Background: an optimization exercise with open tools, aiming at small area and a short achievable clock period. Do not read the settings as production practice. In this exercise RTL edits were held to simulation tests only and were not proved equivalent to the original. Power is estimated from default activity; no workload was simulated.

===== flow/design.v =====
module ava_core (
    input  wire        clk,
    input  wire        rst,           
    input  wire [15:0] prog_len,      
    output wire [15:0] prog_addr,     
    input  wire [7:0]  prog_data,     
    output reg  [31:0] stk_w_data,
    output reg         stk_w_valid,
    input  wire        stk_w_ready,
    input  wire [31:0] stk_r_data,
    input  wire        stk_r_valid,
    output reg         stk_r_ready,
    output reg  [7:0]  out_data,
    output reg         out_valid,
    input  wire        out_ready,
    output wire        halt,
    output wire        fault,
    output wire [2:0]  cause,
    output wire        push_lost,
    output wire        out_lost
);
    localparam [3:0] S_INIT     = 4'd0;
    localparam [3:0] S_DECODE   = 4'd1;
    localparam [3:0] S_PUSHIMM1 = 4'd2;
    localparam [3:0] S_PUSHIMM2 = 4'd3;
    localparam [3:0] S_PUSHVAR1 = 4'd4;
    localparam [3:0] S_PUSHVAR2 = 4'd5;
    localparam [3:0] S_PUSHVAR3 = 4'd6;
    localparam [3:0] S_LET1     = 4'd7;    
    localparam [3:0] S_LETW     = 4'd8;    
    localparam [3:0] S_PRINT    = 4'd9;
    localparam [3:0] S_ALU1     = 4'd10;
    localparam [3:0] S_ALU2     = 4'd11;
    localparam [3:0] S_ALU3     = 4'd12;
    localparam [3:0] S_ALU4     = 4'd13;
    localparam [3:0] S_DONE     = 4'd14;
    localparam [7:0] OPC_PUSH_IMM  = 8'h01;
    localparam [7:0] OPC_PUSH_VAR  = 8'h0a;
    localparam [7:0] OPC_LET       = 8'h20;
    localparam [7:0] OPC_PRINT     = 8'h80;
    localparam [7:0] OPC_PRINT_LF  = 8'h82;
    localparam [7:0] OPC_ADD       = 8'ha0;
    localparam [7:0] OPC_MUL       = 8'ha5;
    localparam [2:0] C_NONE      = 3'd0;
    localparam [2:0] C_END       = 3'd1;
    localparam [2:0] C_UNKNOWN   = 3'd2;
    localparam [2:0] C_TRUNC     = 3'd6;
    localparam [2:0] C_BADSLOT   = 3'd7;
    reg  [3:0]  st;
    reg  [15:0] pc;
    reg  [7:0]  fb1;       
    reg         op_mul;
    reg  [15:0] opb;
    reg  [31:8] csx, csy;  
    reg  [7:0]  lo_sum;    
    reg         lo_cy;     
    reg  [2:0]  cause_r;
    reg         push_lost_r;
    reg         out_lost_r;
    reg  [31:0] slot0, slot1, slot2, slot3;
    wire [7:0] fb = prog_data;
    assign prog_addr = pc;
    assign halt      = (cause_r != C_NONE);
    assign fault     = cause_r[2];
    assign cause     = cause_r;
    assign push_lost = push_lost_r;
    assign out_lost  = out_lost_r;
    wire s_init  = (st == S_INIT);
    wire s_dec   = (st == S_DECODE);
    wire s_pi1   = (st == S_PUSHIMM1);
    wire s_pi2   = (st == S_PUSHIMM2);
    wire s_pv1   = (st == S_PUSHVAR1);
    wire s_pv2   = (st == S_PUSHVAR2);
    wire s_pv3   = (st == S_PUSHVAR3);
    wire s_let1  = (st == S_LET1);
    wire s_letw  = (st == S_LETW);
    wire s_print = (st == S_PRINT);
    wire s_alu1  = (st == S_ALU1);
    wire s_alu2  = (st == S_ALU2);
    wire s_alu3  = (st == S_ALU3);
    wire s_alu4  = (st == S_ALU4);
    wire fb_big   = (fb[7:2] != 6'd0);
    wire let_ok   = s_letw || (s_let1 && !fb_big);
    wire [1:0] let_idx = s_letw ? fb1[1:0] : fb[1:0];
    wire slot_w_en = let_ok && stk_r_valid;
    wire        addm = !op_mul;
    wire        mulm = op_mul;
    wire [15:0] a    = stk_r_data[15:0];
    wire [16:0] b    = {opb, 1'b0};
    reg  [7:0]  one, two, neg;
    integer i;
    always @(*) begin
        for (i = 0; i < 8; i = i + 1) begin
            one[i] = mulm & (b[2*i+1] ^ b[2*i]);
            two[i] = mulm & ((b[2*i+2] & ~b[2*i+1] & ~b[2*i]) | (~b[2*i+2] & b[2*i+1] & b[2*i]));
            neg[i] = mulm & b[2*i+2] & ~(b[2*i+1] & b[2*i]);
        end
        one[0] = addm | one[0];
    end
    wire [16:0] as = {a[15], a};
    wire [16:0] a2 = {a, 1'b0};
    wire [16:0] addb = addm ? {3'b000, ~opb[15], opb[14:2]} : 17'd0;
    wire [16:0] pp0 = (({17{one[0]}} & as) | ({17{two[0]}} & a2)) ^ {17{neg[0]}};
    wire [16:0] pp1 = ((({17{one[1]}} & as) | ({17{two[1]}} & a2)) ^ {17{neg[1]}}) | addb;
    wire [16:0] pp2 = (({17{one[2]}} & as) | ({17{two[2]}} & a2)) ^ {17{neg[2]}};
    wire [16:0] pp3 = (({17{one[3]}} & as) | ({17{two[3]}} & a2)) ^ {17{neg[3]}};
    wire [16:0] pp4 = (({17{one[4]}} & as) | ({17{two[4]}} & a2)) ^ {17{neg[4]}};
    wire [16:0] pp5 = (({17{one[5]}} & as) | ({17{two[5]}} & a2)) ^ {17{neg[5]}};
    wire [16:0] pp6 = (({17{one[6]}} & as) | ({17{two[6]}} & a2)) ^ {17{neg[6]}};
    wire [16:0] pp7 = (({17{one[7]}} & as) | ({17{two[7]}} & a2)) ^ {17{neg[7]}};
    wire        ng0 = addm ? opb[0] : neg[0];
    wire        ng1 = neg[1], ng2 = neg[2], ng3 = neg[3], ng4 = neg[4],
                ng5 = neg[5], ng6 = neg[6], ng7 = neg[7];
    wire        ab1 = addm & opb[1];
    wire [31:0] cs_x, cs_y;
    wire h10_0, g10_0, h11_1, g11_1, s12_0, k12_0, h12_2, g12_2, s13_1, k13_1, h13_3, g13_3, s14_2, k14_2, s14_3, k14_3, h14_4, g14_4, s15_4, k15_4, s15_5, k15_5, s15_6, k15_6, s16_7, k16_7, s16_8, k16_8, s16_9, k16_9, s17_10, k17_10, s17_11, k17_11, h17_5, g17_5, s18_12, k18_12, s18_13, k18_13, s19_14, k19_14, h19_6, g19_6, s20_15, k20_15, h21_7, g21_7, h6_8, g6_8, h7_9, g7_9, s8_16, k8_16, h8_10, g8_10, s9_17, k9_17, h9_11, g9_11, s10_18, k10_18, s10_19, k10_19, s11_20, k11_20, s11_21, k11_21, s12_22, k12_22, s12_23, k12_23, s13_24, k13_24, s13_25, k13_25, s14_26, k14_26, s14_27, k14_27, s15_28, k15_28, s15_29, k15_29, s16_30, k16_30, s16_31, k16_31, s17_32, k17_32, s17_33, k17_33, s18_34, k18_34, s18_35, k18_35, s19_36, k19_36, s19_37, k19_37, s20_38, k20_38, s20_39, k20_39, s21_40, k21_40, s21_41, k21_41, s22_42, k22_42, s22_43, k22_43, s23_44, k23_44, h23_12, g23_12, s24_45, k24_45, h25_13, g25_13, h4_14, g4_14, h5_15, g5_15, s6_46, k6_46, s7_47, k7_47, s8_48, k8_48, s9_49, k9_49, s10_50, k10_50, s11_51, k11_51, s12_52, k12_52, s13_53, k13_53, s14_54, k14_54, s15_55, k15_55, s16_56, k16_56, s17_57, k17_57, s18_58, k18_58, s19_59, k19_59, s20_60, k20_60, s21_61, k21_61, s22_62, k22_62, s23_63, k23_63, s24_64, k24_64, s25_65, k25_65, s26_66, k26_66, h27_16, g27_16, h2_17, g2_17, h3_18, g3_18, s4_67, k4_67, s5_68, k5_68, s6_69, k6_69, s7_70, k7_70, s8_71, k8_71, s9_72, k9_72, s10_73, k10_73, s11_74, k11_74, s12_75, k12_75, s13_76, k13_76, s14_77, k14_77, s15_78, k15_78, s16_79, k16_79, s17_80, k17_80, s18_81, k18_81, s19_82, k19_82, s20_83, k20_83, s21_84, k21_84, s22_85, k22_85, s23_86, k23_86, s24_87, k24_87, s25_88, k25_88, s26_89, k26_89, s27_90, k27_90, s28_91, k28_91, h29_19, g29_19;
    assign h10_0 = pp0[10] ^ pp1[8];
    assign g10_0 = pp0[10] & pp1[8];
    assign h11_1 = pp0[11] ^ pp1[9];
    assign g11_1 = pp0[11] & pp1[9];
    assign s12_0 = pp0[12] ^ pp1[10] ^ pp2[8];
    assign k12_0 = (pp0[12] & pp1[10]) | (pp0[12] & pp2[8]) | (pp1[10] & pp2[8]);
    assign h12_2 = pp3[6] ^ pp4[4];
    assign g12_2 = pp3[6] & pp4[4];
    assign s13_1 = pp0[13] ^ pp1[11] ^ pp2[9];
    assign k13_1 = (pp0[13] & pp1[11]) | (pp0[13] & pp2[9]) | (pp1[11] & pp2[9]);
    assign h13_3 = pp3[7] ^ pp4[5];
    assign g13_3 = pp3[7] & pp4[5];
    assign s14_2 = pp0[14] ^ pp1[12] ^ pp2[10];
    assign k14_2 = (pp0[14] & pp1[12]) | (pp0[14] & pp2[10]) | (pp1[12] & pp2[10]);
    assign s14_3 = pp3[8] ^ pp4[6] ^ pp5[4];
    assign k14_3 = (pp3[8] & pp4[6]) | (pp3[8] & pp5[4]) | (pp4[6] & pp5[4]);
    assign h14_4 = pp6[2] ^ pp7[0];
    assign g14_4 = pp6[2] & pp7[0];
    assign s15_4 = pp0[15] ^ pp1[13] ^ pp2[11];
    assign k15_4 = (pp0[15] & pp1[13]) | (pp0[15] & pp2[11]) | (pp1[13] & pp2[11]);
    assign s15_5 = pp3[9] ^ pp4[7] ^ pp5[5];
    assign k15_5 = (pp3[9] & pp4[7]) | (pp3[9] & pp5[5]) | (pp4[7] & pp5[5]);
    assign s15_6 = pp6[3] ^ pp7[1] ^ addm;
    assign k15_6 = (pp6[3] & pp7[1]) | (pp6[3] & addm) | (pp7[1] & addm);
    assign s16_7 = ~pp0[16] ^ pp1[14] ^ pp2[12];
    assign k16_7 = (~pp0[16] & pp1[14]) | (~pp0[16] & pp2[12]) | (pp1[14] & pp2[12]);
    assign s16_8 = pp3[10] ^ pp4[8] ^ pp5[6];
    assign k16_8 = (pp3[10] & pp4[8]) | (pp3[10] & pp5[6]) | (pp4[8] & pp5[6]);
    assign s16_9 = pp6[4] ^ pp7[2] ^ mulm;
    assign k16_9 = (pp6[4] & pp7[2]) | (pp6[4] & mulm) | (pp7[2] & mulm);
    assign s17_10 = pp1[15] ^ pp2[13] ^ pp3[11];
    assign k17_10 = (pp1[15] & pp2[13]) | (pp1[15] & pp3[11]) | (pp2[13] & pp3[11]);
    assign s17_11 = pp4[9] ^ pp5[7] ^ pp6[5];
    assign k17_11 = (pp4[9] & pp5[7]) | (pp4[9] & pp6[5]) | (pp5[7] & pp6[5]);
    assign h17_5 = pp7[3] ^ 1'b1;
    assign g17_5 = pp7[3] & 1'b1;
    assign s18_12 = ~pp1[16] ^ pp2[14] ^ pp3[12];
    assign k18_12 = (~pp1[16] & pp2[14]) | (~pp1[16] & pp3[12]) | (pp2[14] & pp3[12]);
    assign s18_13 = pp4[10] ^ pp5[8] ^ pp6[6];
    assign k18_13 = (pp4[10] & pp5[8]) | (pp4[10] & pp6[6]) | (pp5[8] & pp6[6]);
    assign s19_14 = pp2[15] ^ pp3[13] ^ pp4[11];
    assign k19_14 = (pp2[15] & pp3[13]) | (pp2[15] & pp4[11]) | (pp3[13] & pp4[11]);
    assign h19_6 = pp5[9] ^ pp6[7];
    assign g19_6 = pp5[9] & pp6[7];
    assign s20_15 = ~pp2[16] ^ pp3[14] ^ pp4[12];
    assign k20_15 = (~pp2[16] & pp3[14]) | (~pp2[16] & pp4[12]) | (pp3[14] & pp4[12]);
    assign h21_7 = pp3[15] ^ pp4[13];
    assign g21_7 = pp3[15] & pp4[13];
    assign h6_8 = pp0[6] ^ pp1[4];
    assign g6_8 = pp0[6] & pp1[4];
    assign h7_9 = pp0[7] ^ pp1[5];
    assign g7_9 = pp0[7] & pp1[5];
    assign s8_16 = pp0[8] ^ pp1[6] ^ pp2[4];
    assign k8_16 = (pp0[8] & pp1[6]) | (pp0[8] & pp2[4]) | (pp1[6] & pp2[4]);
    assign h8_10 = pp3[2] ^ pp4[0];
    assign g8_10 = pp3[2] & pp4[0];
    assign s9_17 = pp0[9] ^ pp1[7] ^ pp2[5];
    assign k9_17 = (pp0[9] & pp1[7]) | (pp0[9] & pp2[5]) | (pp1[7] & pp2[5]);
    assign h9_11 = pp3[3] ^ pp4[1];
    assign g9_11 = pp3[3] & pp4[1];
    assign s10_18 = h10_0 ^ pp2[6] ^ pp3[4];
    assign k10_18 = (h10_0 & pp2[6]) | (h10_0 & pp3[4]) | (pp2[6] & pp3[4]);
    assign s10_19 = pp4[2] ^ pp5[0] ^ ng5;
    assign k10_19 = (pp4[2] & pp5[0]) | (pp4[2] & ng5) | (pp5[0] & ng5);
    assign s11_20 = h11_1 ^ pp2[7] ^ pp3[5];
    assign k11_20 = (h11_1 & pp2[7]) | (h11_1 & pp3[5]) | (pp2[7] & pp3[5]);
    assign s11_21 = pp4[3] ^ pp5[1] ^ g10_0;
    assign k11_21 = (pp4[3] & pp5[1]) | (pp4[3] & g10_0) | (pp5[1] & g10_0);
    assign s12_22 = s12_0 ^ h12_2 ^ pp5[2];
    assign k12_22 = (s12_0 & h12_2) | (s12_0 & pp5[2]) | (h12_2 & pp5[2]);
    assign s12_23 = pp6[0] ^ ng6 ^ g11_1;
    assign k12_23 = (pp6[0] & ng6) | (pp6[0] & g11_1) | (ng6 & g11_1);
    assign s13_24 = s13_1 ^ h13_3 ^ pp5[3];
    assign k13_24 = (s13_1 & h13_3) | (s13_1 & pp5[3]) | (h13_3 & pp5[3]);
    assign s13_25 = pp6[1] ^ k12_0 ^ g12_2;
    assign k13_25 = (pp6[1] & k12_0) | (pp6[1] & g12_2) | (k12_0 & g12_2);
    assign s14_26 = s14_2 ^ s14_3 ^ h14_4;
    assign k14_26 = (s14_2 & s14_3) | (s14_2 & h14_4) | (s14_3 & h14_4);
    assign s14_27 = ng7 ^ k13_1 ^ g13_3;
    assign k14_27 = (ng7 & k13_1) | (ng7 & g13_3) | (k13_1 & g13_3);
    assign s15_28 = s15_4 ^ s15_5 ^ s15_6;
    assign k15_28 = (s15_4 & s15_5) | (s15_4 & s15_6) | (s15_5 & s15_6);
    assign s15_29 = k14_2 ^ k14_3 ^ g14_4;
    assign k15_29 = (k14_2 & k14_3) | (k14_2 & g14_4) | (k14_3 & g14_4);
    assign s16_30 = s16_7 ^ s16_8 ^ s16_9;
    assign k16_30 = (s16_7 & s16_8) | (s16_7 & s16_9) | (s16_8 & s16_9);
    assign s16_31 = k15_4 ^ k15_5 ^ k15_6;
    assign k16_31 = (k15_4 & k15_5) | (k15_4 & k15_6) | (k15_5 & k15_6);
    assign s17_32 = s17_10 ^ s17_11 ^ h17_5;
    assign k17_32 = (s17_10 & s17_11) | (s17_10 & h17_5) | (s17_11 & h17_5);
    assign s17_33 = k16_7 ^ k16_8 ^ k16_9;
    assign k17_33 = (k16_7 & k16_8) | (k16_7 & k16_9) | (k16_8 & k16_9);
    assign s18_34 = s18_12 ^ s18_13 ^ pp7[4];
    assign k18_34 = (s18_12 & s18_13) | (s18_12 & pp7[4]) | (s18_13 & pp7[4]);
    assign s18_35 = k17_10 ^ k17_11 ^ g17_5;
    assign k18_35 = (k17_10 & k17_11) | (k17_10 & g17_5) | (k17_11 & g17_5);
    assign s19_36 = s19_14 ^ h19_6 ^ pp7[5];
    assign k19_36 = (s19_14 & h19_6) | (s19_14 & pp7[5]) | (h19_6 & pp7[5]);
    assign s19_37 = k18_12 ^ k18_13 ^ 1'b1;
    assign k19_37 = (k18_12 & k18_13) | (k18_12 & 1'b1) | (k18_13 & 1'b1);
    assign s20_38 = s20_15 ^ pp5[10] ^ pp6[8];
    assign k20_38 = (s20_15 & pp5[10]) | (s20_15 & pp6[8]) | (pp5[10] & pp6[8]);
    assign s20_39 = pp7[6] ^ k19_14 ^ g19_6;
    assign k20_39 = (pp7[6] & k19_14) | (pp7[6] & g19_6) | (k19_14 & g19_6);
    assign s21_40 = h21_7 ^ pp5[11] ^ pp6[9];
    assign k21_40 = (h21_7 & pp5[11]) | (h21_7 & pp6[9]) | (pp5[11] & pp6[9]);
    assign s21_41 = pp7[7] ^ k20_15 ^ 1'b1;
    assign k21_41 = (pp7[7] & k20_15) | (pp7[7] & 1'b1) | (k20_15 & 1'b1);
    assign s22_42 = ~pp3[16] ^ pp4[14] ^ pp5[12];
    assign k22_42 = (~pp3[16] & pp4[14]) | (~pp3[16] & pp5[12]) | (pp4[14] & pp5[12]);
    assign s22_43 = pp6[10] ^ pp7[8] ^ g21_7;
    assign k22_43 = (pp6[10] & pp7[8]) | (pp6[10] & g21_7) | (pp7[8] & g21_7);
    assign s23_44 = pp4[15] ^ pp5[13] ^ pp6[11];
    assign k23_44 = (pp4[15] & pp5[13]) | (pp4[15] & pp6[11]) | (pp5[13] & pp6[11]);
    assign h23_12 = pp7[9] ^ 1'b1;
    assign g23_12 = pp7[9] & 1'b1;
    assign s24_45 = ~pp4[16] ^ pp5[14] ^ pp6[12];
    assign k24_45 = (~pp4[16] & pp5[14]) | (~pp4[16] & pp6[12]) | (pp5[14] & pp6[12]);
    assign h25_13 = pp5[15] ^ pp6[13];
    assign g25_13 = pp5[15] & pp6[13];
    assign h4_14 = pp0[4] ^ pp1[2];
    assign g4_14 = pp0[4] & pp1[2];
    assign h5_15 = pp0[5] ^ pp1[3];
    assign g5_15 = pp0[5] & pp1[3];
    assign s6_46 = h6_8 ^ pp2[2] ^ pp3[0];
    assign k6_46 = (h6_8 & pp2[2]) | (h6_8 & pp3[0]) | (pp2[2] & pp3[0]);
    assign s7_47 = h7_9 ^ pp2[3] ^ pp3[1];
    assign k7_47 = (h7_9 & pp2[3]) | (h7_9 & pp3[1]) | (pp2[3] & pp3[1]);
    assign s8_48 = s8_16 ^ h8_10 ^ ng4;
    assign k8_48 = (s8_16 & h8_10) | (s8_16 & ng4) | (h8_10 & ng4);
    assign s9_49 = s9_17 ^ h9_11 ^ k8_16;
    assign k9_49 = (s9_17 & h9_11) | (s9_17 & k8_16) | (h9_11 & k8_16);
    assign s10_50 = s10_18 ^ s10_19 ^ k9_17;
    assign k10_50 = (s10_18 & s10_19) | (s10_18 & k9_17) | (s10_19 & k9_17);
    assign s11_51 = s11_20 ^ s11_21 ^ k10_18;
    assign k11_51 = (s11_20 & s11_21) | (s11_20 & k10_18) | (s11_21 & k10_18);
    assign s12_52 = s12_22 ^ s12_23 ^ k11_20;
    assign k12_52 = (s12_22 & s12_23) | (s12_22 & k11_20) | (s12_23 & k11_20);
    assign s13_53 = s13_24 ^ s13_25 ^ k12_22;
    assign k13_53 = (s13_24 & s13_25) | (s13_24 & k12_22) | (s13_25 & k12_22);
    assign s14_54 = s14_26 ^ s14_27 ^ k13_24;
    assign k14_54 = (s14_26 & s14_27) | (s14_26 & k13_24) | (s14_27 & k13_24);
    assign s15_55 = s15_28 ^ s15_29 ^ k14_26;
    assign k15_55 = (s15_28 & s15_29) | (s15_28 & k14_26) | (s15_29 & k14_26);
    assign s16_56 = s16_30 ^ s16_31 ^ k15_28;
    assign k16_56 = (s16_30 & s16_31) | (s16_30 & k15_28) | (s16_31 & k15_28);
    assign s17_57 = s17_32 ^ s17_33 ^ k16_30;
    assign k17_57 = (s17_32 & s17_33) | (s17_32 & k16_30) | (s17_33 & k16_30);
    assign s18_58 = s18_34 ^ s18_35 ^ k17_32;
    assign k18_58 = (s18_34 & s18_35) | (s18_34 & k17_32) | (s18_35 & k17_32);
    assign s19_59 = s19_36 ^ s19_37 ^ k18_34;
    assign k19_59 = (s19_36 & s19_37) | (s19_36 & k18_34) | (s19_37 & k18_34);
    assign s20_60 = s20_38 ^ s20_39 ^ k19_36;
    assign k20_60 = (s20_38 & s20_39) | (s20_38 & k19_36) | (s20_39 & k19_36);
    assign s21_61 = s21_40 ^ s21_41 ^ k20_38;
    assign k21_61 = (s21_40 & s21_41) | (s21_40 & k20_38) | (s21_41 & k20_38);
    assign s22_62 = s22_42 ^ s22_43 ^ k21_40;
    assign k22_62 = (s22_42 & s22_43) | (s22_42 & k21_40) | (s22_43 & k21_40);
    assign s23_63 = s23_44 ^ h23_12 ^ k22_42;
    assign k23_63 = (s23_44 & h23_12) | (s23_44 & k22_42) | (h23_12 & k22_42);
    assign s24_64 = s24_45 ^ pp7[10] ^ k23_44;
    assign k24_64 = (s24_45 & pp7[10]) | (s24_45 & k23_44) | (pp7[10] & k23_44);
    assign s25_65 = h25_13 ^ pp7[11] ^ k24_45;
    assign k25_65 = (h25_13 & pp7[11]) | (h25_13 & k24_45) | (pp7[11] & k24_45);
    assign s26_66 = ~pp5[16] ^ pp6[14] ^ pp7[12];
    assign k26_66 = (~pp5[16] & pp6[14]) | (~pp5[16] & pp7[12]) | (pp6[14] & pp7[12]);
    assign h27_16 = pp6[15] ^ pp7[13];
    assign g27_16 = pp6[15] & pp7[13];
    assign h2_17 = pp0[2] ^ pp1[0];
    assign g2_17 = pp0[2] & pp1[0];
    assign h3_18 = pp0[3] ^ pp1[1];
    assign g3_18 = pp0[3] & pp1[1];
    assign s4_67 = h4_14 ^ pp2[0] ^ ng2;
    assign k4_67 = (h4_14 & pp2[0]) | (h4_14 & ng2) | (pp2[0] & ng2);
    assign s5_68 = h5_15 ^ pp2[1] ^ g4_14;
    assign k5_68 = (h5_15 & pp2[1]) | (h5_15 & g4_14) | (pp2[1] & g4_14);
    assign s6_69 = s6_46 ^ ng3 ^ g5_15;
    assign k6_69 = (s6_46 & ng3) | (s6_46 & g5_15) | (ng3 & g5_15);
    assign s7_70 = s7_47 ^ g6_8 ^ k6_46;
    assign k7_70 = (s7_47 & g6_8) | (s7_47 & k6_46) | (g6_8 & k6_46);
    assign s8_71 = s8_48 ^ g7_9 ^ k7_47;
    assign k8_71 = (s8_48 & g7_9) | (s8_48 & k7_47) | (g7_9 & k7_47);
    assign s9_72 = s9_49 ^ g8_10 ^ k8_48;
    assign k9_72 = (s9_49 & g8_10) | (s9_49 & k8_48) | (g8_10 & k8_48);
    assign s10_73 = s10_50 ^ g9_11 ^ k9_49;
    assign k10_73 = (s10_50 & g9_11) | (s10_50 & k9_49) | (g9_11 & k9_49);
    assign s11_74 = s11_51 ^ k10_19 ^ k10_50;
    assign k11_74 = (s11_51 & k10_19) | (s11_51 & k10_50) | (k10_19 & k10_50);
    assign s12_75 = s12_52 ^ k11_21 ^ k11_51;
    assign k12_75 = (s12_52 & k11_21) | (s12_52 & k11_51) | (k11_21 & k11_51);
    assign s13_76 = s13_53 ^ k12_23 ^ k12_52;
    assign k13_76 = (s13_53 & k12_23) | (s13_53 & k12_52) | (k12_23 & k12_52);
    assign s14_77 = s14_54 ^ k13_25 ^ k13_53;
    assign k14_77 = (s14_54 & k13_25) | (s14_54 & k13_53) | (k13_25 & k13_53);
    assign s15_78 = s15_55 ^ k14_27 ^ k14_54;
    assign k15_78 = (s15_55 & k14_27) | (s15_55 & k14_54) | (k14_27 & k14_54);
    assign s16_79 = s16_56 ^ k15_29 ^ k15_55;
    assign k16_79 = (s16_56 & k15_29) | (s16_56 & k15_55) | (k15_29 & k15_55);
    assign s17_80 = s17_57 ^ k16_31 ^ k16_56;
    assign k17_80 = (s17_57 & k16_31) | (s17_57 & k16_56) | (k16_31 & k16_56);
    assign s18_81 = s18_58 ^ k17_33 ^ k17_57;
    assign k18_81 = (s18_58 & k17_33) | (s18_58 & k17_57) | (k17_33 & k17_57);
    assign s19_82 = s19_59 ^ k18_35 ^ k18_58;
    assign k19_82 = (s19_59 & k18_35) | (s19_59 & k18_58) | (k18_35 & k18_58);
    assign s20_83 = s20_60 ^ k19_37 ^ k19_59;
    assign k20_83 = (s20_60 & k19_37) | (s20_60 & k19_59) | (k19_37 & k19_59);
    assign s21_84 = s21_61 ^ k20_39 ^ k20_60;
    assign k21_84 = (s21_61 & k20_39) | (s21_61 & k20_60) | (k20_39 & k20_60);
    assign s22_85 = s22_62 ^ k21_41 ^ k21_61;
    assign k22_85 = (s22_62 & k21_41) | (s22_62 & k21_61) | (k21_41 & k21_61);
    assign s23_86 = s23_63 ^ k22_43 ^ k22_62;
    assign k23_86 = (s23_63 & k22_43) | (s23_63 & k22_62) | (k22_43 & k22_62);
    assign s24_87 = s24_64 ^ g23_12 ^ k23_63;
    assign k24_87 = (s24_64 & g23_12) | (s24_64 & k23_63) | (g23_12 & k23_63);
    assign s25_88 = s25_65 ^ k24_64 ^ 1'b1;
    assign k25_88 = (s25_65 & k24_64) | (s25_65 & 1'b1) | (k24_64 & 1'b1);
    assign s26_89 = s26_66 ^ g25_13 ^ k25_65;
    assign k26_89 = (s26_66 & g25_13) | (s26_66 & k25_65) | (g25_13 & k25_65);
    assign s27_90 = h27_16 ^ k26_66 ^ 1'b1;
    assign k27_90 = (h27_16 & k26_66) | (h27_16 & 1'b1) | (k26_66 & 1'b1);
    assign s28_91 = ~pp6[16] ^ pp7[14] ^ g27_16;
    assign k28_91 = (~pp6[16] & pp7[14]) | (~pp6[16] & g27_16) | (pp7[14] & g27_16);
    assign h29_19 = pp7[15] ^ 1'b1;
    assign g29_19 = pp7[15] & 1'b1;
    assign cs_x[0] = pp0[0];
    assign cs_y[0] = ng0;
    assign cs_x[1] = pp0[1];
    assign cs_y[1] = ab1;
    assign cs_x[2] = h2_17;
    assign cs_y[2] = ng1;
    assign cs_x[3] = h3_18;
    assign cs_y[3] = g2_17;
    assign cs_x[4] = s4_67;
    assign cs_y[4] = g3_18;
    assign cs_x[5] = s5_68;
    assign cs_y[5] = k4_67;
    assign cs_x[6] = s6_69;
    assign cs_y[6] = k5_68;
    assign cs_x[7] = s7_70;
    assign cs_y[7] = k6_69;
    assign cs_x[8] = s8_71;
    assign cs_y[8] = k7_70;
    assign cs_x[9] = s9_72;
    assign cs_y[9] = k8_71;
    assign cs_x[10] = s10_73;
    assign cs_y[10] = k9_72;
    assign cs_x[11] = s11_74;
    assign cs_y[11] = k10_73;
    assign cs_x[12] = s12_75;
    assign cs_y[12] = k11_74;
    assign cs_x[13] = s13_76;
    assign cs_y[13] = k12_75;
    assign cs_x[14] = s14_77;
    assign cs_y[14] = k13_76;
    assign cs_x[15] = s15_78;
    assign cs_y[15] = k14_77;
    assign cs_x[16] = s16_79;
    assign cs_y[16] = k15_78;
    assign cs_x[17] = s17_80;
    assign cs_y[17] = k16_79;
    assign cs_x[18] = s18_81;
    assign cs_y[18] = k17_80;
    assign cs_x[19] = s19_82;
    assign cs_y[19] = k18_81;
    assign cs_x[20] = s20_83;
    assign cs_y[20] = k19_82;
    assign cs_x[21] = s21_84;
    assign cs_y[21] = k20_83;
    assign cs_x[22] = s22_85;
    assign cs_y[22] = k21_84;
    assign cs_x[23] = s23_86;
    assign cs_y[23] = k22_85;
    assign cs_x[24] = s24_87;
    assign cs_y[24] = k23_86;
    assign cs_x[25] = s25_88;
    assign cs_y[25] = k24_87;
    assign cs_x[26] = s26_89;
    assign cs_y[26] = k25_88;
    assign cs_x[27] = s27_90;
    assign cs_y[27] = k26_89;
    assign cs_x[28] = s28_91;
    assign cs_y[28] = k27_90;
    assign cs_x[29] = h29_19;
    assign cs_y[29] = k28_91;
    assign cs_x[30] = ~pp7[16];
    assign cs_y[30] = g29_19;
    assign cs_x[31] = 1'b1;
    assign cs_y[31] = 1'b0;
    wire [31:0] cs_p = cs_x ^ cs_y;
    wire [31:0] cs_g = cs_x & cs_y;
    wire [8:0]  lo_c;
    assign lo_c[0] = 1'b0;
    assign lo_c[1] = cs_g[0];
    genvar lg;
    generate
        for (lg = 1; lg < 8; lg = lg + 1) begin : lo_ripple
            ava_gc lo_cell (.g1(cs_g[lg]), .p1(cs_p[lg]), .g0(lo_c[lg]), .g(lo_c[lg + 1]));
        end
    endgenerate
    wire [23:0] ks_p0 = csx;
    wire [23:0] ks_g0 = {csy[31:9], csy[8] | (csx[8] & lo_cy)};
    wire [23:0] ks_c;
    wire hcg1, hcg2, hcp2, hcg3, hcp3, hcg4, hcp4, hcg5, hcp5, hcg6, hcp6, hcg7, hcp7, hcg8, hcp8, hcg9, hcp9, hcg10, hcp10, hcg11, hcp11, hcg12, hcp12, hcg13, hcp13, hcg14, hcp14, hcg15, hcp15, hcg16, hcp16, hcg17, hcp17, hcg18, hcp18, hcg19, hcp19, hcg20, hcp20, hcg21, hcp21, hcg22, hcp22, hcg23, hcg24, hcp24, hcg25, hcp25, hcg26, hcp26, hcg27, hcp27, hcg28, hcp28, hcg29, hcp29, hcg30, hcp30, hcg31, hcp31, hcg32, hcg33, hcg34, hcp34, hcg35, hcp35, hcg36, hcp36, hcg37, hcp37, hcg38, hcg39, hcg40, hcg41, hcg42, hcg43, hcg44, hcg45, hcg46, hcg47, hcg48, hcg49, hcg50, hcg51, hcg52, hcg53, hcg54, hcg55, hcg56;
    ava_gc hcg1_c (.g1(ks_g0[1]), .p1(ks_p0[1]), .g0(ks_g0[0]), .g(hcg1));
    ava_pg hcg2_c (.g1(ks_g0[3]), .p1(ks_p0[3]), .g0(ks_g0[2]), .p0(ks_p0[2]), .g(hcg2), .p(hcp2));
    ava_pg hcg3_c (.g1(ks_g0[5]), .p1(ks_p0[5]), .g0(ks_g0[4]), .p0(ks_p0[4]), .g(hcg3), .p(hcp3));
    ava_pg hcg4_c (.g1(ks_g0[7]), .p1(ks_p0[7]), .g0(ks_g0[6]), .p0(ks_p0[6]), .g(hcg4), .p(hcp4));
    ava_pg hcg5_c (.g1(ks_g0[9]), .p1(ks_p0[9]), .g0(ks_g0[8]), .p0(ks_p0[8]), .g(hcg5), .p(hcp5));
    ava_pg hcg6_c (.g1(ks_g0[11]), .p1(ks_p0[11]), .g0(ks_g0[10]), .p0(ks_p0[10]), .g(hcg6), .p(hcp6));
    ava_pg hcg7_c (.g1(ks_g0[13]), .p1(ks_p0[13]), .g0(ks_g0[12]), .p0(ks_p0[12]), .g(hcg7), .p(hcp7));
    ava_pg hcg8_c (.g1(ks_g0[15]), .p1(ks_p0[15]), .g0(ks_g0[14]), .p0(ks_p0[14]), .g(hcg8), .p(hcp8));
    ava_pg hcg9_c (.g1(ks_g0[17]), .p1(ks_p0[17]), .g0(ks_g0[16]), .p0(ks_p0[16]), .g(hcg9), .p(hcp9));
    ava_pg hcg10_c (.g1(ks_g0[19]), .p1(ks_p0[19]), .g0(ks_g0[18]), .p0(ks_p0[18]), .g(hcg10), .p(hcp10));
    ava_pg hcg11_c (.g1(ks_g0[21]), .p1(ks_p0[21]), .g0(ks_g0[20]), .p0(ks_p0[20]), .g(hcg11), .p(hcp11));
    ava_pg hcg12_c (.g1(ks_g0[23]), .p1(ks_p0[23]), .g0(ks_g0[22]), .p0(ks_p0[22]), .g(hcg12), .p(hcp12));
    ava_pg hcg13_c (.g1(hcg12), .p1(hcp12), .g0(hcg11), .p0(hcp11), .g(hcg13), .p(hcp13));
    ava_pg hcg14_c (.g1(hcg11), .p1(hcp11), .g0(hcg10), .p0(hcp10), .g(hcg14), .p(hcp14));
    ava_pg hcg15_c (.g1(hcg10), .p1(hcp10), .g0(hcg9), .p0(hcp9), .g(hcg15), .p(hcp15));
    ava_pg hcg16_c (.g1(hcg9), .p1(hcp9), .g0(hcg8), .p0(hcp8), .g(hcg16), .p(hcp16));
    ava_pg hcg17_c (.g1(hcg8), .p1(hcp8), .g0(hcg7), .p0(hcp7), .g(hcg17), .p(hcp17));
    ava_pg hcg18_c (.g1(hcg7), .p1(hcp7), .g0(hcg6), .p0(hcp6), .g(hcg18), .p(hcp18));
    ava_pg hcg19_c (.g1(hcg6), .p1(hcp6), .g0(hcg5), .p0(hcp5), .g(hcg19), .p(hcp19));
    ava_pg hcg20_c (.g1(hcg5), .p1(hcp5), .g0(hcg4), .p0(hcp4), .g(hcg20), .p(hcp20));
    ava_pg hcg21_c (.g1(hcg4), .p1(hcp4), .g0(hcg3), .p0(hcp3), .g(hcg21), .p(hcp21));
    ava_pg hcg22_c (.g1(hcg3), .p1(hcp3), .g0(hcg2), .p0(hcp2), .g(hcg22), .p(hcp22));
    ava_gc hcg23_c (.g1(hcg2), .p1(hcp2), .g0(hcg1), .g(hcg23));
    ava_pg hcg24_c (.g1(hcg13), .p1(hcp13), .g0(hcg15), .p0(hcp15), .g(hcg24), .p(hcp24));
    ava_pg hcg25_c (.g1(hcg14), .p1(hcp14), .g0(hcg16), .p0(hcp16), .g(hcg25), .p(hcp25));
    ava_pg hcg26_c (.g1(hcg15), .p1(hcp15), .g0(hcg17), .p0(hcp17), .g(hcg26), .p(hcp26));
    ava_pg hcg27_c (.g1(hcg16), .p1(hcp16), .g0(hcg18), .p0(hcp18), .g(hcg27), .p(hcp27));
    ava_pg hcg28_c (.g1(hcg17), .p1(hcp17), .g0(hcg19), .p0(hcp19), .g(hcg28), .p(hcp28));
    ava_pg hcg29_c (.g1(hcg18), .p1(hcp18), .g0(hcg20), .p0(hcp20), .g(hcg29), .p(hcp29));
    ava_pg hcg30_c (.g1(hcg19), .p1(hcp19), .g0(hcg21), .p0(hcp21), .g(hcg30), .p(hcp30));
    ava_pg hcg31_c (.g1(hcg20), .p1(hcp20), .g0(hcg22), .p0(hcp22), .g(hcg31), .p(hcp31));
    ava_gc hcg32_c (.g1(hcg21), .p1(hcp21), .g0(hcg23), .g(hcg32));
    ava_gc hcg33_c (.g1(hcg22), .p1(hcp22), .g0(hcg1), .g(hcg33));
    ava_pg hcg34_c (.g1(hcg24), .p1(hcp24), .g0(hcg28), .p0(hcp28), .g(hcg34), .p(hcp34));
    ava_pg hcg35_c (.g1(hcg25), .p1(hcp25), .g0(hcg29), .p0(hcp29), .g(hcg35), .p(hcp35));
    ava_pg hcg36_c (.g1(hcg26), .p1(hcp26), .g0(hcg30), .p0(hcp30), .g(hcg36), .p(hcp36));
    ava_pg hcg37_c (.g1(hcg27), .p1(hcp27), .g0(hcg31), .p0(hcp31), .g(hcg37), .p(hcp37));
    ava_gc hcg38_c (.g1(hcg28), .p1(hcp28), .g0(hcg32), .g(hcg38));
    ava_gc hcg39_c (.g1(hcg29), .p1(hcp29), .g0(hcg33), .g(hcg39));
    ava_gc hcg40_c (.g1(hcg30), .p1(hcp30), .g0(hcg23), .g(hcg40));
    ava_gc hcg41_c (.g1(hcg31), .p1(hcp31), .g0(hcg1), .g(hcg41));
    ava_gc hcg42_c (.g1(hcg34), .p1(hcp34), .g0(hcg32), .g(hcg42));
    ava_gc hcg43_c (.g1(hcg35), .p1(hcp35), .g0(hcg33), .g(hcg43));
    ava_gc hcg44_c (.g1(hcg36), .p1(hcp36), .g0(hcg23), .g(hcg44));
    ava_gc hcg45_c (.g1(hcg37), .p1(hcp37), .g0(hcg1), .g(hcg45));
    ava_gc hcg46_c (.g1(ks_g0[2]), .p1(ks_p0[2]), .g0(hcg1), .g(hcg46));
    ava_gc hcg47_c (.g1(ks_g0[4]), .p1(ks_p0[4]), .g0(hcg23), .g(hcg47));
    ava_gc hcg48_c (.g1(ks_g0[6]), .p1(ks_p0[6]), .g0(hcg33), .g(hcg48));
    ava_gc hcg49_c (.g1(ks_g0[8]), .p1(ks_p0[8]), .g0(hcg32), .g(hcg49));
    ava_gc hcg50_c (.g1(ks_g0[10]), .p1(ks_p0[10]), .g0(hcg41), .g(hcg50));
    ava_gc hcg51_c (.g1(ks_g0[12]), .p1(ks_p0[12]), .g0(hcg40), .g(hcg51));
    ava_gc hcg52_c (.g1(ks_g0[14]), .p1(ks_p0[14]), .g0(hcg39), .g(hcg52));
    ava_gc hcg53_c (.g1(ks_g0[16]), .p1(ks_p0[16]), .g0(hcg38), .g(hcg53));
    ava_gc hcg54_c (.g1(ks_g0[18]), .p1(ks_p0[18]), .g0(hcg45), .g(hcg54));
    ava_gc hcg55_c (.g1(ks_g0[20]), .p1(ks_p0[20]), .g0(hcg44), .g(hcg55));
    ava_gc hcg56_c (.g1(ks_g0[22]), .p1(ks_p0[22]), .g0(hcg43), .g(hcg56));
    assign ks_c[0] = ks_g0[0];
    assign ks_c[1] = hcg1;
    assign ks_c[2] = hcg46;
    assign ks_c[3] = hcg23;
    assign ks_c[4] = hcg47;
    assign ks_c[5] = hcg33;
    assign ks_c[6] = hcg48;
    assign ks_c[7] = hcg32;
    assign ks_c[8] = hcg49;
    assign ks_c[9] = hcg41;
    assign ks_c[10] = hcg50;
    assign ks_c[11] = hcg40;
    assign ks_c[12] = hcg51;
    assign ks_c[13] = hcg39;
    assign ks_c[14] = hcg52;
    assign ks_c[15] = hcg38;
    assign ks_c[16] = hcg53;
    assign ks_c[17] = hcg45;
    assign ks_c[18] = hcg54;
    assign ks_c[19] = hcg44;
    assign ks_c[20] = hcg55;
    assign ks_c[21] = hcg43;
    assign ks_c[22] = hcg56;
    assign ks_c[23] = hcg42;
    wire [31:0] alu_result = {csx ^ {ks_c[22:0], lo_cy}, lo_sum};
    reg [31:0] slot_rd;
    always @(*) begin
        case (fb1[1:0])
            2'd0: slot_rd = slot0;
            2'd1: slot_rd = slot1;
            2'd2: slot_rd = slot2;
            default: slot_rd = slot3;
        endcase
    end
    wire pop_any = s_letw || s_print || s_alu1 || s_alu3;
    wire dec_lf_n, rq_n1, rq_n2, rq_n3, rq_n4, rq_dec, rq_prt, rq_let, rq_pop, rq_ready, rq_out;
    ava_nor3  rq_g1 (.a(fb[6]), .b(fb[5]), .c(fb[4]), .y(rq_n1));
    ava_nor3  rq_g2 (.a(fb[3]), .b(fb[2]), .c(fb[0]), .y(rq_n2));
    ava_nor3  rq_g3 (.a(fb[7]), .b(fb[6]), .c(fb[5]), .y(rq_n3));
    ava_nor3  rq_g4 (.a(fb[4]), .b(fb[3]), .c(fb[2]), .y(rq_n4));
    ava_and3  rq_g5 (.a(fb[7]), .b(fb[1]), .c(s_dec), .y(dec_lf_n));
    ava_nand3 rq_g6 (.a(rq_n1), .b(rq_n2), .c(dec_lf_n), .y(rq_dec));
    ava_nand2 rq_g7 (.a(s_print), .b(stk_r_valid), .y(rq_prt));
    ava_nand2 rq_g8 (.a(rq_dec), .b(rq_prt), .y(rq_out));
    ava_nand4 rq_g9 (.a(stk_r_valid), .b(s_let1), .c(rq_n3), .d(rq_n4), .y(rq_let));
    ava_nand2 rq_g10 (.a(stk_r_valid), .b(pop_any), .y(rq_pop));
    ava_nand2 rq_g11 (.a(rq_let), .b(rq_pop), .y(rq_ready));
    always @(*) begin
        stk_w_valid = s_pi2 || s_pv3 || s_alu4;
        stk_r_ready = rq_ready;
        out_valid   = rq_out;
        out_data    = s_print ? {stk_r_data[7:4] + 4'd3, stk_r_data[3:0]} : 8'h0a;
        if (s_pi2)
            stk_w_data = {16'd0, fb, fb1};
        else if (s_pv3)
            stk_w_data = slot_rd;
        else
            stk_w_data = alu_result;
    end
    wire at_end = ({pc[15:1], pc[0] | s_init} == prog_len);
    always @(posedge clk) begin
        csx <= cs_p[31:8];
        csy <= cs_g[31:8];
        lo_sum <= cs_p[7:0] ^ lo_c[7:0];
        lo_cy <= lo_c[8];
        fb1[7:2] <= fb[7:2];
        if (!(s_letw || s_pv2))
            fb1[1:0] <= fb[1:0];
        if (s_alu1)
            opb <= stk_r_data[15:0];
        if (s_dec)
            op_mul <= fb[0];
    end
    always @(posedge clk) begin
        if (rst) begin
            st          <= S_INIT;
            pc          <= 16'd0;
            cause_r     <= C_NONE;
            push_lost_r <= 1'b0;
            out_lost_r  <= 1'b0;
        end else begin
            if (stk_w_valid && !stk_w_ready)
                push_lost_r <= 1'b1;
            if (out_valid && !out_ready)
                out_lost_r <= 1'b1;
            case (st)
                S_INIT: begin
                    pc <= pc + 16'd1;
                    if (at_end) begin
                        st      <= S_DONE;
                        cause_r <= C_END;
                    end else begin
                        st <= S_DECODE;
                    end
                end
                S_DECODE: begin
                    case (fb)
                        OPC_PUSH_IMM, OPC_PUSH_VAR, OPC_LET: begin
                            if (at_end) begin
                                st      <= S_DONE;
                                cause_r <= C_TRUNC;
                            end else begin
                                pc <= pc + 16'd1;
                                if (fb == OPC_PUSH_IMM)
                                    st <= S_PUSHIMM1;
                                else if (fb == OPC_PUSH_VAR)
                                    st <= S_PUSHVAR1;
                                else
                                    st <= S_LET1;
                            end
                        end
                        OPC_PRINT:    st <= S_PRINT;
                        OPC_PRINT_LF: begin
                            if (at_end) begin
                                st      <= S_DONE;
                                cause_r <= C_END;
                            end else begin
                                pc <= pc + 16'd1;
                                st <= S_DECODE;
                            end
                        end
                        OPC_ADD, OPC_MUL: st <= S_ALU1;
                        default: begin
                            st      <= S_DONE;
                            cause_r <= C_UNKNOWN;
                        end
                    endcase
                end
                S_PUSHIMM1: begin
                    if (at_end) begin
                        st      <= S_DONE;
                        cause_r <= C_TRUNC;
                    end else begin
                        pc <= pc + 16'd1;
                        st <= S_PUSHIMM2;
                    end
                end
                S_PUSHVAR1: begin
                    if (fb_big) begin
                        st      <= S_DONE;
                        cause_r <= C_BADSLOT;
                    end else begin
                        st <= S_PUSHVAR2;
                    end
                end
                S_PUSHVAR2: st <= S_PUSHVAR3;
                S_LET1: begin
                    if (fb_big) begin
                        st      <= S_DONE;
                        cause_r <= C_BADSLOT;
                    end else if (!stk_r_valid) begin
                        st <= S_LETW;
                    end else if (at_end) begin
                        st      <= S_DONE;
                        cause_r <= C_END;
                    end else begin
                        pc <= pc + 16'd1;
                        st <= S_DECODE;
                    end
                end
                S_LETW, S_PRINT: begin
                    if (stk_r_valid) begin
                        if (at_end) begin
                            st      <= S_DONE;
                            cause_r <= C_END;
                        end else begin
                            pc <= pc + 16'd1;
                            st <= S_DECODE;
                        end
                    end
                end
                S_ALU1: if (stk_r_valid) st <= S_ALU2;
                S_ALU2: st <= S_ALU3;
                S_ALU3: if (stk_r_valid) st <= S_ALU4;
                S_PUSHIMM2, S_PUSHVAR3, S_ALU4: begin
                    if (at_end) begin
                        st      <= S_DONE;
                        cause_r <= C_END;
                    end else begin
                        pc <= pc + 16'd1;
                        st <= S_DECODE;
                    end
                end
                default: ;
            endcase
        end
    end
    always @(posedge clk) begin
        if (!rst && slot_w_en) begin
            case (let_idx)
                2'd0: slot0 <= stk_r_data;
                2'd1: slot1 <= stk_r_data;
                2'd2: slot2 <= stk_r_data;
                default: slot3 <= stk_r_data;
            endcase
        end
    end
endmodule
module ava_pg (input wire g1, p1, g0, p0, output wire g, p);
    assign g = g1 | (p1 & g0);
    assign p = p1 & p0;
endmodule
module ava_gc (input wire g1, p1, g0, output wire g);
    assign g = g1 | (p1 & g0);
endmodule
module ava_nor3 (input wire a, b, c, output wire y);
    assign y = ~(a | b | c);
endmodule
module ava_and3 (input wire a, b, c, output wire y);
    assign y = a & b & c;
endmodule
module ava_nand2 (input wire a, b, output wire y);
    assign y = ~(a & b);
endmodule
module ava_nand3 (input wire a, b, c, output wire y);
    assign y = ~(a & b & c);
endmodule
module ava_nand4 (input wire a, b, c, d, output wire y);
    assign y = ~(a & b & c & d);
endmodule

===== flow/flow/run.sh =====
#!/bin/bash
# The standard layout, with plain buffers (not delay cells) on the ports and
# a clock tree of smaller leaf buffers.
set -euo pipefail
export BUFFER_PORTS_ARGS="-buffer_cell sky130_fd_sc_hd__buf_2"
export CTS_ARGS="-sink_clustering_enable -repair_clock_nets -root_buf sky130_fd_sc_hd__clkbuf_16 -buf_list {sky130_fd_sc_hd__clkbuf_8} -sink_clustering_size 10 -sink_clustering_max_diameter 50 -sink_clustering_buffer sky130_fd_sc_hd__clkbuf_4 -dont_use_dummy_load"
bash standard.sh finish > standard_flow.log 2>&1

===== flow/standard.sh =====
#!/bin/bash
# synth_recipe.tcl (not shown) runs the flow's synth.tcl, then flattens the netlist and writes it again
# the make line also repeats each setting of config.mk as NAME=value (left out here)
make -C /OpenROAD-flow-scripts/flow DESIGN_CONFIG=/design/flow/config.mk WORK_HOME=/design/flow/orfs CLKGATE_MAP_FILE= SYNTH_SCRIPT=/design/flow/synth_recipe.tcl "${@:-finish}"

===== flow/config.mk =====
export PLATFORM = sky130hd
export DESIGN_NAME = ava_core
export DESIGN_NICKNAME = ava_core
export VERILOG_FILES = /design/flow/design.v
export SDC_FILE = /design/flow/constraint.sdc
export NUM_CORES = 4
export LEC_CHECK = 0
export CAP_MARGIN = 20
export CORE_MARGIN = 2
export CORE_UTILIZATION = 65
export PLACE_DENSITY = 0.72
export SETUP_SLACK_MARGIN = 4.85
export SLEW_MARGIN = 20
export SYNTH_HIERARCHICAL = 1

===== flow/constraint.sdc =====
create_clock -name core_clock -period 10.0 [get_ports {clk}]
set_input_delay 2.0000 -clock core_clock [delete_from_list [all_inputs] [get_ports {clk}]]
set_output_delay 2.0000 -clock core_clock [all_outputs]
set_load 0.01 [all_outputs]

==> results by group, run 1 <==
Synthesis
  – Cells after synthesis: 1478
  – Synth area leader: edfxtp_1
  – Top cell type's share of synthesized area: 0.276
  – Distinct cells, synth: 75
  – Post-Syn Area: 16000 sq um
  – Synth Area in XOR/XNOR: 0.0929
  – Register area share after synthesis: 0.383
  – Main synth FF type: edfxtp_1
  – Mux cell area share after synthesis: 0.0552
  – Post-synth EDFFs: 147
  – Ys async rst share: 0
  – Adder and majority gate portion of the synthesized area: 0.155
  – Syn. warnings: 7
  – Top cells by area, synth: edfxtp_1 28%, dfxtp_1 11%, fa_1 11%
  – Net count after synthesis: 1686
  – Post-synthesis simple-gate area fraction: 0.0981
  – Number of synthesized register bits: 233
  – Syn avg cell area: 10.8 sq um
  – Compound-cell area share of the yosys netlist: 0.159
  – Largest family of logic cells by synthesized area: compound AO/OA/AOI/OAI gates

Routing
  – Residual DRC: 0
  – DRT iter0 DRCs: 1065
  – Post-detailed-route wirelength per cell: 22.2 um
  – Post-DR vias/cell: 6.33
  – Via Count: 11818
  – Total routed wirelength: 41500 um
  – Drt pass-1 iters: 6
  – Antenna viol nets, final: 0

Global route
  – First-pass GRT wire length: 64700 um
  – Met2 usage: 0.525
  – Most congested layer reported by global routing: met2
  – Largest net degree at the start of global routing: 35
  – Met3 Usage GRT: 0.0537
  – Initial antenna violation count: 1
  – Gr usage total: 0.322
  – Gr ovfl total: 0
  – Met1 usage: 0.447
  – Vias in the first global route: 11533

STA
  – Least-Margin Pin Slew: 1.19 ns
  – Slew Viols, Final: 0
  – RSZ-0062 raised after global routing: true
  – Setup TNS: 0 ns
  – Max-slew headroom: 0.207
  – Endpoints failing setup: 0
  – Fin crit share: 0.510
  – Skew final: 0.0560 ns
  – Hold Vio Cnt, Final: 0
  – Achievable frequency: 196 MHz
  – Fin crit period: 5.10 ns

Clocking
  – TritonCTS Buffers: 31
  – CTS tree: yes
  – CTS HTree Levels: 1
  – CTS root buf: clkbuf_16
  – Skew-Pair Late Insertion Delay: 0.51 ns
  – Register clock-pin slew on the reported worst setup and hold paths: 0.07 ns
  – CTS Buffer Depth: 3
  – Clock sink total: 233

Die
  – Die area: 25900 sq um
  – # rows: 57
  – Starting Density: 0.660
  – Die height: 161 um
  – Ports: 127
  – Core area: 24200 sq um
  – Die X: 161 um

Finish
  – Utilization after layout: 0.707
  – Post-route cell area: 17100 sq um
  – Area Overhead vs Synth: 7.09%
  – Commonest non-fill, non-tap cell in the layout: edfxtp_1
  – Fraction of layout cells with a size suffix above 1: 0.171
  – Fin nets: 1751
  – Most frequent cells in the layout: 147 x edfxtp_1, 123 x buf_2, 117 x a22oi_1

Pwr
  – Net Sw Power: 2.19 mW
  – Leakage: 7.07 nW
  – PD cells: 284 nW/um^2
  – Reg power frac: 0.270
  – Comb pwr share: 0.630
  – Clk pwr share: 0.100
  – PnR Total Power: 4.87 mW
  – Max IR drop VDD: 0.229 mV
  – Net Sw Frac: 0.450
  – Cell-internal power: 2.68 mW

Run status
  – Status: timing/DRC/antenna clean

Critical path
  – Max FO, Critical Path: 27
  – CP required: 8.00 ns
  – CP Class: in -> out
  – Crit start category: input pin
  – R2r setup slk: 5.18 ns
  – Setup crit end kind: output port
  – Worst EP arrival: 3.10 ns

Placement
  – I/O Buffers: 126
  – Placed cell areas: 16800 sq um
  – Final Wtd Congestion: 0.898
  – HPWL Detailed: 29000 um

Job
  – Max cap viols: 0

Hold path
  – Worst Hold Class: reg -> reg
## power by group through the flow
stage	clock, mW	combinational (mW)	sequential (mW)
finish	0.489	3.07	1.31
global route	0.534	3.47	1.33
CTS	0.500	3.05	1.32
detailed placement	0	3.02	1.34
global placement	0	2.93	1.34
floorplan	0	2.11	1.30
## kinds of logic (layout without fill, tap and decap cells)
kind of cell | after synthesis | in the layout
XOR/XNOR | 169 | 169
AO/OA/AOI/OAI | 361 | 361
AND/OR/NAND/NOR | 287 | 287
flip-flops | 233 | 233
other | 0 | 1
buffers and inverters | 233 | 296
multiplexers | 48 | 48
adder cells (fa/ha/maj) | 147 | 147
## area by class of cell
type | instances | area, sq um
flip-flops and latches | 233 | 6140
inverters | 115 | 432
repair buffers | 150 | 850
well taps | 324 | 405
clock buffers | 31 | 285
fillers | 1855 | 7100
diodes | 1 | 2.50
multi-input cells | 1012 | 9040
## metal layers
layer | vias to the layer above | share of wire
li1 | 5388 | -
met1 | 5734 | 0.41
met2 | 592 | 0.47
met3 | 104 | 0.092
met4 | 0 | 0.032
met5 | - | 0
## Yosys stat by module, one instance, submodules excluded, a selection
module	cells inside	flops+latches	copies in the design
ava_core	1380	233	1
ava_gc	1	0	29
ava_nand2	1	0	4
ava_nand3	1	0	1
ava_nand4	1	0	1
ava_nor3	1	0	4
ava_pg	2	0	29
## synth_stat cells (all sizes together), types with 40 or more instances
master,n
nand2,69
edfxtp,147
xnor2,94
xor2,75
and2,40
ha,62
inv,114
o21ai,41
a21oi,52
a21o,62
dfxtp,86
clkbuf,94
fa,85
nor2,80
a22oi,117
## metrics by stage
| step | instances | setup slack, ns | hold slack, ns |
|---|---|---|---|
| 2_1_floorplan | 1478 | 4.88 | 0.502 |
| 3_3_place_gp | 1829 | 4.61 | 0.445 |
| 3_5_place_dp | 1829 | 4.62 | 0.459 |
| 4_1_cts | 1861 | 4.86 | 0.475 |
| 5_1_grt | 1865 | 4.81 | 0.495 |
| 6_report | 1866 | 4.90 | 0.467 |
## registers in the layout, indices dropped and copies added, names as in the netlist
name and count:
slot0 32, slot1 32, slot2 32, slot3 32, csx 23, csy 23, opb 16, pc 16
fb1 8, lo_sum 8, st 4, cause_r 3, lo_cy 1, op_mul 1, out_lost_r 1, push_lost_r 1
## final timing paths
kind | depth (start not counted) | start | endpoint
max | 6 | stk_r_data[4] | out_data[6]
min | 2 | out_lost_r | out_lost_r
max reg2reg | 10 | opb[1] | csx[17]
min reg2reg | 2 | out_lost_r | out_lost_r
## worst max-delay path, stage by stage
cell	delay [ns]
buf_4	0.29
inv_1	0.14
ha_1	0.23
xor2_1	0.16
nor2_1	0.11
buf_2	0.16
## timing repair
item,CTS,global route
hold endpoints to repair,0,0
hold buffers,0,0
endpoints found under the setup margin,22,3
gates resized for setup,6,2
buffers inserted,1,2
==> run 2: changes to the inputs <==
--- a/flow/flow/run.sh
+++ b/flow/flow/run.sh
@@ -5,3 +5,4 @@
 export BUFFER_PORTS_ARGS="-buffer_cell sky130_fd_sc_hd__buf_2"
 export CTS_ARGS="-sink_clustering_enable -repair_clock_nets -root_buf sky130_fd_sc_hd__clkbuf_16 -buf_list {sky130_fd_sc_hd__clkbuf_8} -sink_clustering_size 10 -sink_clustering_max_diameter 50 -sink_clustering_buffer sky130_fd_sc_hd__clkbuf_4 -dont_use_dummy_load"
+export SETUP_SLACK_MARGIN=5.4
 bash standard.sh finish > standard_flow.log 2>&1
--- a/flow/config.mk
+++ b/flow/config.mk
@@ -10,5 +10,4 @@
 export CORE_UTILIZATION = 65
 export PLACE_DENSITY = 0.72
-export SETUP_SLACK_MARGIN = 4.85
 export SLEW_MARGIN = 20
 export SYNTH_HIERARCHICAL = 1
==> run 2 against run 1 <==
Sequential share of layout area fell by 2.5 points. Clock power rose by 11%. Cell area rose by 7.5%. Global-route usage rose by 2.9 points. Final cell count rose by 1.9%. Count of clock-buffer cells in the layout rose by 3. Power rose by 7.6%. Register-to-register slack improved by 0.29 ns. Non-clock buffer count rose by 31. Largest power group unchanged. Core utilization rose by 5.3 points. First-iteration DRC count rose by 34%. Critical path depth rose by 5.
==> results by group, run 2 <==
STA
  – Least-Margin Pin Slew: 0.985 ns (-0.203 ns)
  – Achievable frequency: 207 MHz (+5.7%)
  – Fin crit share: 0.483 (-0.0273)
  – Hold Vio Cnt, Final: 0 (unchanged)
  – Max-slew headroom: 0.343 (+0.136)
  – Final Worst Setup Slack: 5.17 ns (+0.273 ns)
  – Skew final: 0.0757 ns (+0.0197 ns)
  – Slew Viols, Final: 0 (unchanged)
  – RSZ-0062 raised after global routing: true
  – Fin crit period: 4.83 ns (-0.273 ns)
  – Setup TNS: 0 ns (unchanged)
  – Endpoints failing setup: 0 (unchanged)

Clocking
  – Register clock-pin slew on the reported worst setup and hold paths: 0.11 ns (+0.04 ns)
  – CTS HTree Levels: 2 (+1)
  – Clock sink total: 233 (unchanged)
  – TritonCTS Buffers: 34 (+9.7%)
  – CTS tree: yes
  – Hold buffers post-CTS: 0 (unchanged)
  – CTS Buffer Depth: 3 (unchanged)
  – CTS root buf: clkbuf_16
  – Skew-Pair Late Insertion Delay: 0.49 ns (-0.02 ns)

Placement
  – Setup Slack @ Placement: 4.61 ns (-0.0128 ns)
  – I/O Buffers: 126 (unchanged)
  – Final Wtd Congestion: 0.943 (+5.0%)
  – HPWL Detailed: 30000 um (+3.6%)

Die
  – Core area: 24200 sq um (unchanged)
  – Die height: 161 um (unchanged)
  – Starting Density: 0.660 (unchanged)
  – Ports: 127 (unchanged)
  – # rows: 57 (unchanged)
  – Die X: 161 um (unchanged)
  – Die area: 25900 sq um (unchanged)

Pwr
  – Net Sw Power: 2.33 mW (+6.3%)
  – Clk pwr share: 0.103 (+0.003)
  – Reg power frac: 0.253 (-0.017)
  – Comb pwr share: 0.644 (+0.014)
  – Max IR drop VDD: 0.217 mV (-5.6%)
  – Leakage: 7.51 nW (+6.2%)
  – Net Sw Frac: 0.445 (-0.00521)
  – PD cells: 284 nW/um^2 (about the same)
  – Cell-internal power: 2.91 mW (+8.6%)

Critical path
  – Setup crit end kind: output port
  – Crit start category: register
  – Worst EP arrival: 2.83 ns (-0.27 ns)
  – CP Class: reg -> out
  – CP required: 8.00 ns (about the same)
  – Max FO, Critical Path: 4 (-85%)

Finish
  – # diodes: 0 (-1)
  – Fin nets: 1788 (+2.1%)
  – Commonest non-fill, non-tap cell in the layout: edfxtp_1
  – Area Overhead vs Synth: 15.1%
  – Most frequent cells in the layout: 147 x edfxtp_1, 108 x inv_1, 99 x buf_2
  – Filler Cells Inserted: 1650 (-11%)
  – Utilization after layout: 0.760 (+0.0530)
  – Fraction of layout cells with a size suffix above 1: 0.246 (+0.0752)

Routing
  – Drt pass-1 iters: 5 (-1)
  – Post-detailed-route wirelength per cell: 24.1 um (+8.6%)
  – Post-DR vias/cell: 6.51 (+2.8%)
  – DRT iter0 DRCs: 1425 (+34%)
  – Total routed wirelength: 45900 um (+11%)
  – Via Count: 12382 (+4.8%)
  – Antenna viol nets, final: 0 (unchanged)
  – Residual DRC: 0 (unchanged)

Synthesis
  – Cells after synthesis: 1478 (unchanged)
  – Net count after synthesis: 1686 (unchanged)
  – Distinct cells, synth: 75 (unchanged)
  – Syn. warnings: 7 (unchanged)
  – Most frequent cell after synthesis: edfxtp_1
  – Post-synth EDFFs: 147 (unchanged)
  – Synth area leader: edfxtp_1
  – Register area share after synthesis: 0.383 (unchanged)
  – Top cells by area, synth: edfxtp_1 28%, dfxtp_1 11%, fa_1 11%
  – Post-Syn Area: 16000 sq um (unchanged)
  – Main synth FF type: edfxtp_1
  – Syn avg cell area: 10.8 sq um (unchanged)
  – Ys async rst share: 0 (unchanged)
  – Top cell type's share of synthesized area: 0.276 (unchanged)
  – Number of synthesized register bits: 233 (unchanged)
  – Top cells by count, synth: 147 x edfxtp_1, 117 x a22oi_1, 113 x inv_1

Global route
  – Gr usage total: 0.351 (+0.0287)
  – Largest net degree at the start of global routing: 35 (unchanged)
  – First-pass GRT wire length: 69600 um (+7.6%)
  – Initial antenna violation count: 3 (+2)
  – Gr ovfl total: 0 (unchanged)
  – Vias in the first global route: 12004 (+4.1%)

Job
  – Max cap viols: 0 (unchanged)

Run status
  – Status: timing/DRC/antenna clean

Hold path
  – Worst Hold Class: reg -> reg
## run 2: metal layers
metal	up-vias	track usage	wire length (um)
li1	5474	-	-
met1	6080	0.500	18600
met2	734	0.545	21500
met3	90	0.0757	4620
met4	4	0.109	1190
met5	-	0	27
## run 2: final timing paths
check              endpoint  slack, ns         from  depth (start not counted)
min reg2reg     push_lost_r       0.49  push_lost_r                          2
max reg2reg         csx[14]       5.47       opb[3]                         11
max          stk_w_data[17]       5.17       csx[8]                         11
min             push_lost_r       0.49  push_lost_r                          2
## run 2: cell families (layout without fill, tap and decap cells)
kind of cell,after synthesis,in the layout,synth area share
and+or+nand+nor,287,289,0.0981
adders and majority gates,147,147,0.155
AOI/OAI and AO/OA,361,361,0.159
buffers and inverters,233,331,0.0566
DFF,233,233,0.383
xor gates and xnor gates,169,169,0.0929
muxes,48,48,0.0552
## run 2: layout make-up
type                    instances  area (sq um)  area share
clock buffers                  34           343      0.0186
inverters                     115           457      0.0248
multi-input cells            1014          9560       0.519
flip-flops and latches        233          6140       0.333
well taps                     324           405      0.0220
repair buffers                181          1520      0.0823
repair inverters                1          5.00    0.000272
## run 2: power groups by stage
| stage | logic, mW | clock network (mW) | registers [mW] |
|---|---|---|---|
| 2_1_floorplan | 2.16 | 0 | 1.30 |
| 3_3_place_gp | 2.95 | 0 | 1.34 |
| 3_5_place_dp | 3.09 | 0 | 1.34 |
| 4_1_cts | 3.27 | 0.552 | 1.32 |
| 5_1_grt | 3.77 | 0.587 | 1.34 |
| 6_report | 3.37 | 0.542 | 1.33 |
## run 2: timing repair
action / 4_1_cts / 5_1_grt
resized for setup: 119 / 61
gates cloned: 4 / 3
setup endpoints to repair: 79 / 117
pin swaps: 43 / 41
hold endpoints to repair: 0 / 0
buffers inserted: 24 / 2
## run 2: modules after synthesis (local to each module, per instance), a selection
module	flops+latches	cell area, sq um	copies in the design
ava_nand3	0	5.00	1
ava_nand4	0	6.26	1
ava_nor3	0	10.0	4
ava_nand2	0	3.75	4
ava_and3	0	6.26	1
ava_core	233	15300	1
## run 2: metrics by stage
| step | power [mW] | cells | hold slack (ns) | instance area [sq um] |
|---|---|---|---|---|
| 2_1_floorplan | 3.46 | 1478 | 0.502 | 16500 |
| 3_3_place_gp | 4.29 | 1833 | 0.448 | 16900 |
| 3_5_place_dp | 4.43 | 1834 | 0.462 | 17000 |
| 4_1_cts | 5.14 | 1896 | 0.489 | 18100 |
| 5_1_grt | 5.70 | 1902 | 0.529 | 18400 |
| 6_report | 5.24 | 1902 | 0.488 | 18400 |
## run 2: worst max-delay path: stages (launching register included)
cell and delay [ns]:
dfxtp_1 0.32, ha_2 0.17, or2_4 0.25, a21o_4 0.24, a21o_4 0.22, a21o_1 0.19
buf_4 0.13, buf_6 0.11, a21o_1 0.19, xnor2_2 0.16, a211oi_2 0.19, buf_2 0.16

==> re-timing with driven ports <==
The results above use ideal ports. As a check the final layouts listed here were re-extracted and re-timed, cells and wires unchanged. Step 1 (the two cells are an assumption about what drives the block):
set clk [get_ports {clk}]
set_driving_cell -lib_cell sky130_fd_sc_hd__clkbuf_16 $clk
set_driving_cell -lib_cell sky130_fd_sc_hd__buf_2 [delete_from_list [all_inputs] $clk]
Step 2, shift: input delay + t, output delay - t, t = (earliest + latest rising clock arrival at the registers) / 2. This alone moves slack from input paths to output paths. a / b / c = ideal ports / drivers / drivers and shift; a / b = the first two.
| run | t (ns) | setup WS [ns] | latest minus earliest clock arrival (ns) | worst slew at a driven data input, ns |
|---|---|---|---|---|
| run 1 | 0.540 | 4.900 / 4.864 / 4.569 | 0.065 / 0.065 | 0.06 |
| run 2 | 0.510 | 5.173 / 5.122 / 4.795 | 0.088 / 0.088 | 0.19 |
After both steps setup and hold are still met in every run listed. For run 2, which loses most, drivers alone change the setup slack by -0.051 ns; drivers and shift together by -0.378 ns.
